Source: an optimization exercise on an open RTL-to-GDS flow (aim: small area, a short achievable clock period and few clock cycles). Production flows keep margins and buffers that such runs may drop.
Function was checked by simulation only, so behaviour that the tests miss may differ from the original.
No activity file was given, so power comes from the tool's default toggle rates.

## framecore_tx
module framecore_tx (
    input  wire        clk,
    input  wire        rst,             
    input  wire        cmd_valid,
    output wire        cmd_ready,
    input  wire [2:0]  cmd_op,
    input  wire [6:0]  cmd_len,
    input  wire        cmd_scheme,      
    input  wire [32:0] cmd_gen,
    input  wire [7:0]  cmd_tag_start,
    input  wire [7:0]  cmd_tag_stop,
    input  wire [7:0]  cmd_tag_esc,
    input  wire        in_valid,
    output wire        in_ready,
    input  wire [7:0]  in_data,
    output wire        out_valid,
    input  wire        out_ready,
    output wire [7:0]  out_data,
    output reg         done,
    output reg  [3:0]  res_result,
    output reg  [3:0]  res_errcode,
    output reg  [31:0] res_rem,
    output reg  [7:0]  res_olen
);
Size: roughly 1800 cells after synthesis, about 170 flip-flops, ~140 I/O pins, about 16000 um2 of cells after synthesis.
Settings: LEC_CHECK=0, CAP_MARGIN=20, CORE_MARGIN=2, CORE_UTILIZATION=40, CTS_BUF_LIST=sky130_fd_sc_hd__clkbuf_4 sky130_fd_sc_hd__clkbuf_8, CTS_CLUSTER_SIZE=30, SETUP_SLACK_MARGIN=1.5, SLEW_MARGIN=20; clock period 5.0 ns.
standard.sh (not shown) runs the stock make flow with config.mk's settings and CLKGATE_MAP_FILE= SYNTH_SCRIPT=/design/flow/synth_recipe.tcl, a recipe that flattens the netlist after the stock synthesis.
==> flow/flow/run.sh <==
#!/bin/bash
set -euo pipefail
export BUFFER_PORTS_ARGS="-buffer_cell sky130_fd_sc_hd__buf_2"
bash standard.sh > standard_flow.log 2>&1
The first run went through all stages and came out clean.
Testbench counts at the start, summed over its fixed seeds: cycles 11,556.
Edit:
--- a/flow/config.mk
+++ b/flow/config.mk
@@ -9,5 +9,4 @@
 export CORE_MARGIN = 2
-export CORE_UTILIZATION = 40
+export CORE_UTILIZATION = 55
 export CTS_BUF_LIST = sky130_fd_sc_hd__clkbuf_4 sky130_fd_sc_hd__clkbuf_8
-export CTS_CLUSTER_SIZE = 30
 export SETUP_SLACK_MARGIN = 1.5
Outcome: Maximum frequency is lower by 1.8%; global-route usage rose by 8.7 points; setup slack gets worse by 0.065 ns; power came out higher by 0.68%; wire length grows by 2.8%.
Edit:
--- a/flow/config.mk
+++ b/flow/config.mk
@@ -9,4 +9,3 @@
 export CORE_MARGIN = 2
-export CORE_UTILIZATION = 55
-export CTS_BUF_LIST = sky130_fd_sc_hd__clkbuf_4 sky130_fd_sc_hd__clkbuf_8
+export CORE_UTILIZATION = 40
 export SETUP_SLACK_MARGIN = 1.5
What happened: Critical path depth goes up by 2; combinational power goes down by about 5%; power goes up by 4.4%.

* * *

v17:
The RTL this note starts from:
==> flow/design.v <==
module framecore_tx (
    input  wire        clk,
    input  wire        rst,             
    input  wire        cmd_valid,
    output wire        cmd_ready,
    input  wire [2:0]  cmd_op,
    input  wire [6:0]  cmd_len,
    input  wire        cmd_scheme,      
    input  wire [32:0] cmd_gen,
    input  wire [7:0]  cmd_tag_start,
    input  wire [7:0]  cmd_tag_stop,
    input  wire [7:0]  cmd_tag_esc,
    input  wire        in_valid,
    output wire        in_ready,
    input  wire [7:0]  in_data,
    output wire        out_valid,
    input  wire        out_ready,
    output wire [7:0]  out_data,
    output reg         done,
    output reg  [3:0]  res_result,
    output reg  [3:0]  res_errcode,
    output reg  [31:0] res_rem,
    output reg  [7:0]  res_olen
);
    localparam OP_NOP  = 3'd0;
    localparam OP_CENC = 3'd1;
    localparam OP_CVAL = 3'd2;
    localparam OP_PENC = 3'd3;
    localparam OP_PVAL = 3'd4;
    localparam OP_STUF = 3'd5;
    localparam OP_BLD  = 3'd6;
    localparam ERR_NONE    = 3'd0;
    localparam ERR_ILLOP   = 3'd1;
    localparam ERR_RSVD    = 3'd2;
    localparam ERR_BADLEN  = 3'd3;
    localparam ERR_BADGEN  = 3'd4;
    localparam ERR_BADTAGS = 3'd5;
    localparam S_IDLE  = 3'd0;
    localparam S_REJ   = 3'd1;    
    localparam S_START = 3'd2;    
    localparam S_PAY   = 3'd3;    
    localparam S_VTAIL = 3'd4;    
    localparam S_FIN   = 3'd5;    
    localparam S_CODE  = 3'd6;    
    localparam S_STOP  = 3'd7;    
    reg  [2:0]  st;
    reg  [2:0]  op;
    reg  [2:0]  errc;
    reg  [6:0]  cnt;         
    reg  [31:0] R;           
    reg  [31:0] G;           
    reg  [2:0]  k;
    reg  [1:0]  lm1;         
    reg  [1:0]  ci;          
    reg  [7:0]  t_start, t_stop, t_esc;
    reg  [7:0]  prev;        
    reg         esc_sent;
    reg         scheme;
    reg  [7:0]  olen;
    function [5:0] degree(input [32:0] g);
        integer i;
        begin
            degree = 6'd0;
            for (i = 0; i < 33; i = i + 1)
                if (g[i]) degree = i[5:0];
        end
    endfunction
    function [31:0] div_byte(input [31:0] r, input [31:0] g, input [1:0] lm,
                             input [7:0] b, input direct);
        reg [7:0]  t, gt, h, q;
        reg [31:0] w;
        integer i, j;
        begin
            case (lm)
                2'd0: begin t = r[7:0];   gt = g[7:0];   end
                2'd1: begin t = r[15:8];  gt = g[15:8];  end
                2'd2: begin t = r[23:16]; gt = g[23:16]; end
                default: begin t = r[31:24]; gt = g[31:24]; end
            endcase
            if (direct) t = t ^ b;
            h[0] = 1'b1;
            for (i = 1; i < 8; i = i + 1) begin
                h[i] = 1'b0;
                for (j = 1; j <= i; j = j + 1)
                    h[i] = h[i] ^ (gt[8 - j] & h[i - j]);
            end
            for (i = 0; i < 8; i = i + 1) begin
                q[i] = 1'b0;
                for (j = i; j < 8; j = j + 1)
                    q[i] = q[i] ^ (t[j] & h[j - i]);
            end
            w = {r[23:0], direct ? 8'd0 : b};
            for (i = 0; i < 8; i = i + 1)
                if (q[i]) w = w ^ (g << i);
            case (lm)
                2'd0: w = {24'd0, w[7:0]};
                2'd1: w = {16'd0, w[15:0]};
                2'd2: w = {8'd0,  w[23:0]};
                default: ;
            endcase
            div_byte = w;
        end
    endfunction
    function is_tag(input [7:0] b, input [7:0] s0, input [7:0] s1, input [7:0] s2);
        is_tag = (b == s0) || (b == s1) || (b == s2);
    endfunction
    wire        c_takes_len = (cmd_op >= OP_CENC) && (cmd_op <= OP_BLD);
    wire        c_uses_gen  = (cmd_op == OP_CENC) || (cmd_op == OP_CVAL) ||
                              ((cmd_op == OP_BLD) && !cmd_scheme);
    wire        c_uses_par  = (cmd_op == OP_PENC) || (cmd_op == OP_PVAL) ||
                              ((cmd_op == OP_BLD) && cmd_scheme);
    wire        c_uses_tags = (cmd_op == OP_STUF) || (cmd_op == OP_BLD);
    wire        c_tags_ok   = (cmd_tag_start != cmd_tag_stop) &&
                              (cmd_tag_start != cmd_tag_esc) &&
                              (cmd_tag_stop  != cmd_tag_esc);
    wire        c_gen_ok    = (cmd_gen[32:1] != 32'd0);
    reg  [2:0]  c_err;
    always @(*) begin
        if (cmd_op == 3'd7)                          c_err = ERR_ILLOP;
        else if (!c_takes_len && cmd_len != 7'd0)    c_err = ERR_RSVD;
        else if (c_takes_len && cmd_len > 7'd64)     c_err = ERR_BADLEN;
        else if (c_uses_gen && !c_gen_ok)            c_err = ERR_BADGEN;
        else if (c_uses_tags && !c_tags_ok)          c_err = ERR_BADTAGS;
        else                                         c_err = ERR_NONE;
    end
    wire [5:0]  c_d    = degree(cmd_gen);
    wire [5:0]  c_dm1  = c_d - 6'd1;
    wire [2:0]  c_k    = 3'd0 - c_d[2:0];
    wire [1:0]  c_lm1  = c_dm1[4:3];
    wire [32:0] c_gs   = cmd_gen << c_k;
    wire        c_out  = (cmd_op == OP_CENC) || (cmd_op == OP_PENC) || (cmd_op == OP_BLD) ||
                         ((cmd_op == OP_STUF) && (cmd_len != 7'd0));
    wire        emits    = (op == OP_STUF) || (op == OP_BLD);
    wire        is_val   = (op == OP_CVAL);
    wire        is_par   = (op == OP_PENC) || (op == OP_PVAL) || ((op == OP_BLD) && scheme);
    wire        is_crc   = !is_par && (op != OP_STUF);
    reg  [7:0]  code_b;
    always @(*) begin
        case (ci)
            2'd0: code_b = R[7:0];
            2'd1: code_b = R[15:8];
            2'd2: code_b = R[23:16];
            default: code_b = R[31:24];
        endcase
    end
    wire [7:0]  cand     = (st == S_CODE) ? code_b : in_data;
    wire        need_esc = ((st == S_PAY) || (st == S_CODE)) && emits && !esc_sent && is_tag(cand, t_start, t_stop, t_esc);
    reg         o_valid;
    reg  [7:0]  o_data;
    always @(*) begin
        case (st)
            S_START: begin o_valid = 1'b1;              o_data = t_start; end
            S_STOP:  begin o_valid = 1'b1;              o_data = t_stop;  end
            S_PAY:   begin o_valid = emits && in_valid; o_data = need_esc ? t_esc : cand; end
            S_CODE:  begin o_valid = 1'b1;              o_data = need_esc ? t_esc : cand; end
            default: begin o_valid = 1'b0;              o_data = cand; end
        endcase
    end
    assign out_valid = o_valid;
    assign out_data  = o_data;
    wire        send  = o_valid && out_ready;
    wire        take  = (st == S_PAY) && in_valid && (!emits || (out_ready && !need_esc));
    assign in_ready   = (st == S_PAY) && (!emits || (out_ready && !need_esc));
    wire        last  = (cnt == 7'd1);
    wire        fin   = (st == S_REJ) || (st == S_FIN) ||
                        ((st == S_PAY) && (op == OP_STUF) && take && last) ||
                        ((st == S_CODE) && send && !need_esc && (ci == 2'd0) && (op != OP_BLD)) ||
                        ((st == S_STOP) && out_ready);
    assign cmd_ready = (st == S_IDLE) || fin;
    wire        acc   = cmd_valid && cmd_ready;
    wire [2:0]  m      = 3'd0 - k;                        
    wire [7:0]  fcur   = (st == S_PAY) ? in_data : 8'd0;
    wire [15:0] fpair  = {prev, fcur};
    wire [7:0]  fbyte  = fpair >> m;                      
    wire [7:0]  dbyte  = is_val ? fbyte : in_data;
    wire [31:0] r_div  = div_byte(R, G, lm1, dbyte, !is_val);
    always @(*) begin
        done        = fin;
        res_errcode = {1'b0, errc};
        if (errc != ERR_NONE)
            res_result = 4'd6;
        else if ((op == OP_CVAL && R != 32'd0) || (op == OP_PVAL && R[0]))
            res_result = 4'd5;
        else
            res_result = 4'd0;
        res_rem  = R >> k;
        res_olen = olen;
    end
    always @(posedge clk) begin
        if (rst) begin
            st   <= S_IDLE;
            R    <= 32'd0;
            olen <= 8'd0;
        end else begin
            if (send && !fin) olen <= olen + 8'd1;
            if (send) esc_sent <= need_esc;
            case (st)
                S_START: if (send) st <= (cnt != 7'd0) ? S_PAY : S_CODE;
                S_PAY: if (take) begin
                    cnt  <= cnt - 7'd1;
                    prev <= in_data;
                    if (is_par)
                        R <= {31'd0, R[0] ^ (^in_data)};
                    else if (is_crc)
                        R <= r_div;
                    if (last) begin
                        case (op)
                            OP_CVAL: st <= (m != 3'd0) ? S_VTAIL : S_FIN;
                            OP_PVAL: st <= S_FIN;
                            OP_STUF: st <= S_IDLE;
                            default: st <= S_CODE;
                        endcase
                    end
                end
                S_VTAIL: begin
                    R  <= r_div;
                    st <= S_FIN;
                end
                S_CODE: if (send && !need_esc) begin
                    ci <= ci - 2'd1;
                    if (ci == 2'd0) st <= (op == OP_BLD) ? S_STOP : S_IDLE;
                end
                default: if (fin) st <= S_IDLE;
            endcase
            if (acc) begin
                op       <= (c_err != ERR_NONE) ? OP_NOP : cmd_op;
                scheme   <= cmd_scheme;
                errc     <= c_err;
                cnt      <= cmd_len;
                t_start  <= cmd_tag_start;
                t_stop   <= cmd_tag_stop;
                t_esc    <= cmd_tag_esc;
                prev     <= 8'd0;
                esc_sent <= 1'b0;
                if (c_err != ERR_NONE || cmd_op == OP_NOP)
                    st <= S_REJ;
                else begin
                    olen <= {7'd0, c_out};
                    if (c_uses_gen) begin
                        R   <= 32'd0;
                        G   <= c_gs[31:0];
                        k   <= c_k;
                        lm1 <= c_lm1;
                        ci  <= c_lm1;
                    end else begin
                        ci  <= 2'd0;
                    end
                    if (c_uses_par) begin
                        R   <= 32'd0;
                        k   <= 3'd0;
                        lm1 <= 2'd0;
                    end
                    if (cmd_op == OP_BLD)
                        st <= S_START;
                    else if (cmd_len != 7'd0)
                        st <= S_PAY;
                    else if (cmd_op == OP_CENC || cmd_op == OP_PENC)
                        st <= S_CODE;
                    else
                        st <= S_FIN;
                end
            end
        end
    end
endmodule
Settings: LEC_CHECK=0, CAP_MARGIN=20, CORE_MARGIN=2, CORE_UTILIZATION=40, SLEW_MARGIN=20; clock period 5.0 ns.
run.sh (not shown) runs the stock make flow with config.mk's settings and CLKGATE_MAP_FILE= SYNTH_SCRIPT=/design/flow/synth_recipe.tcl, a recipe that flattens the netlist after the stock synthesis.
Stock flow here: none of the scripts above is used.
v17 has completed all stages; timing, DRC and antenna checks passed.
Testbench counts of v17, summed over its fixed seeds: cycles 11,439.
Edits applied to the flow inputs when going from v17 to v31:
==> flow/flow/run.sh (new file) <==
#!/bin/bash
set -euo pipefail
export BUFFER_PORTS_ARGS="-buffer_cell sky130_fd_sc_hd__buf_2"
bash standard.sh > standard_flow.log 2>&1
==> flow/standard.sh (new file) <==
#!/bin/bash
# synth_recipe.tcl (not shown) runs the flow's synth.tcl, then flattens the netlist and writes it again
# the make line also repeats each setting of config.mk as NAME=value (left out here)
make -C /OpenROAD-flow-scripts/flow DESIGN_CONFIG=/design/flow/config.mk WORK_HOME=/design/flow/orfs CLKGATE_MAP_FILE= SYNTH_SCRIPT=/design/flow/synth_recipe.tcl "${@:-finish}"
removed: flow/run.sh
Notes after the runs:
Diff v17 -> v31: number of gates resized after CTS shows a reduction of 10; fraction of met3 tracks used by global routing went down; worst path setup slack after routing lower.
For v17, the capturing instance or port of the critical path was out_data[5], unlike v31, where it was cmd_ready.

* * *

framecore_tx with an RTL version that a note above also has.
Size: about 1,800 cells after synthesis, ~170 flip-flops, roughly 140 I/O pins.
clock: 5.0 ns
lec_check: 0
cap_margin: 20
core_margin: 2
core_utilization: 40
cts_buf_list: sky130_fd_sc_hd__clkbuf_4 sky130_fd_sc_hd__clkbuf_8
setup_slack_margin: 1.65
slew_margin: 20
standard.sh (not shown) runs the stock make flow with config.mk's settings and CLKGATE_MAP_FILE= SYNTH_SCRIPT=/design/flow/synth_recipe.tcl, a recipe that flattens the netlist after the stock synthesis.
==> flow/flow/run.sh <==
#!/bin/bash
set -euo pipefail
export BUFFER_PORTS_ARGS="-buffer_cell sky130_fd_sc_hd__buf_2"
bash standard.sh > standard_flow.log 2>&1
Testbench counts at the start, summed over its fixed seeds: cycles 11,556.
Then changed:
SETUP_SLACK_MARGIN = 1.5   (was 1.65)
Effect: Synthesized cell count stays the same; total power came out lower by 0.50%; core utilization came out lower by 1.4 points.
Then changed:
==> flow/flow/run.sh (replaced) <==
#!/bin/bash
set -euo pipefail
export BUFFER_PORTS_ARGS="-buffer_cell sky130_fd_sc_hd__buf_1"
bash standard.sh > standard_flow.log 2>&1
After rerunning: The changed run produced a clean layout; cell area decreases slightly; clock skew increases by 0.0061 ns; routed wire length increases slightly; core utilization decreases by 0.16 points.
Then changed:
==> flow/flow/run.sh (replaced) <==
#!/bin/bash
set -euo pipefail
export BUFFER_PORTS_ARGS="-buffer_cell sky130_fd_sc_hd__buf_2"
bash standard.sh > standard_flow.log 2>&1
ABC_AREA = 1   (was unset)
CTS_BUF_LIST = unset   (was sky130_fd_sc_hd__clkbuf_4 sky130_fd_sc_hd__clkbuf_8)
Outcome: The changed run finished with timing, DRC and antenna clean. Routed wire length rises by 30%. Area after synthesis rises by 10%. Flip-flop and latch count stays the same. Final area rises by 9.8%. Maximum frequency rises by 1.7%. Worst setup slack improved by 0.060 ns. Sequential share of layout area falls by 2.3 points. Register-to-register slack improved by 0.07 ns. Clock-buffer cell count rises by 1. Die area rises by 9.8%. First-iteration DRC count rises by 31%.
Then changed:
ABC_AREA = unset   (was 1)
CTS_BUF_LIST = sky130_fd_sc_hd__clkbuf_4 sky130_fd_sc_hd__clkbuf_8   (was unset)
SETUP_SLACK_MARGIN = 1.4   (was 1.5)
What happened: Routed wire length fell by 24%; worst setup slack loses 0.019 ns; die area fell by 8.9%; non-clock buffer count rose by 7; synthesized cell count fell by 35%; power fell by 0.77%.
Then changed:
CTS_BUF_LIST = unset   (was sky130_fd_sc_hd__clkbuf_4 sky130_fd_sc_hd__clkbuf_8)
SETUP_SLACK_MARGIN = 1.75   (was 1.4)
What happened:
- total power climbs by about 10%
- clock-buffer cell count climbs by 3
- register-to-register slack improved by 0.15 ns

[what the ideal ports hide]
Ports are ideal in the flow. The routed layouts listed here were re-timed in OpenROAD.
Step 1: set_driving_cell puts a clkbuf_16 on clk and a buf_2 on each other input, an assumption about the parent block.
Step 2 also shifts input and output timing later by t, the mid clock arrival at the registers, as if the neighbouring blocks saw the same clock.
Slacks: ideal / step 1 / step 2; pairs: ideal / step 1.
run | t (ns) | setup WS [ns] | worst setup path at the end | latest minus earliest clock arrival (ns)
the first run of note 1 | 0.524 | 1.524 / 1.481 / 1.424 | input to register | 0.019 / 0.019
the second run of note 1 | 0.520 | 1.460 / 1.410 / 1.347 | input to register | 0.027 / 0.027
the third run of note 1 | 0.480 | 1.525 / 1.493 / 1.378 | input to register | 0.017 / 0.017
v17 | 0.475 | 0.187 / 0.138 / 0.193 | input to output | 0.025 / 0.024
v31 | 0.484 | 0.062 / 0.010 / 0.393 | register to register | 0.018 / 0.018
the first run of note 3 | 0.516 | 1.537 / 1.494 / 1.301 | input to register | 0.027 / 0.027
the second run of note 3 | 0.524 | 1.524 / 1.481 / 1.424 | input to register | 0.019 / 0.019
the third run of note 3 | 0.542 | 1.474 / 1.431 / 1.459 | input to register | 0.025 / 0.025
the fourth run of note 3 | 0.510 | 1.534 / 1.475 / 1.177 | input to register | 0.015 / 0.015
the fifth run of note 3 | 0.526 | 1.515 / 1.472 / 1.436 | input to register | 0.018 / 0.018
the sixth run of note 3 | 0.494 | 1.563 / 1.515 / 1.494 | input to register | 0.015 / 0.016
After both steps setup and hold are still met in every run listed. The setup slack of the fourth run of note 3, which loses most, moves by -0.059 ns with the drivers and by -0.357 ns with both steps.
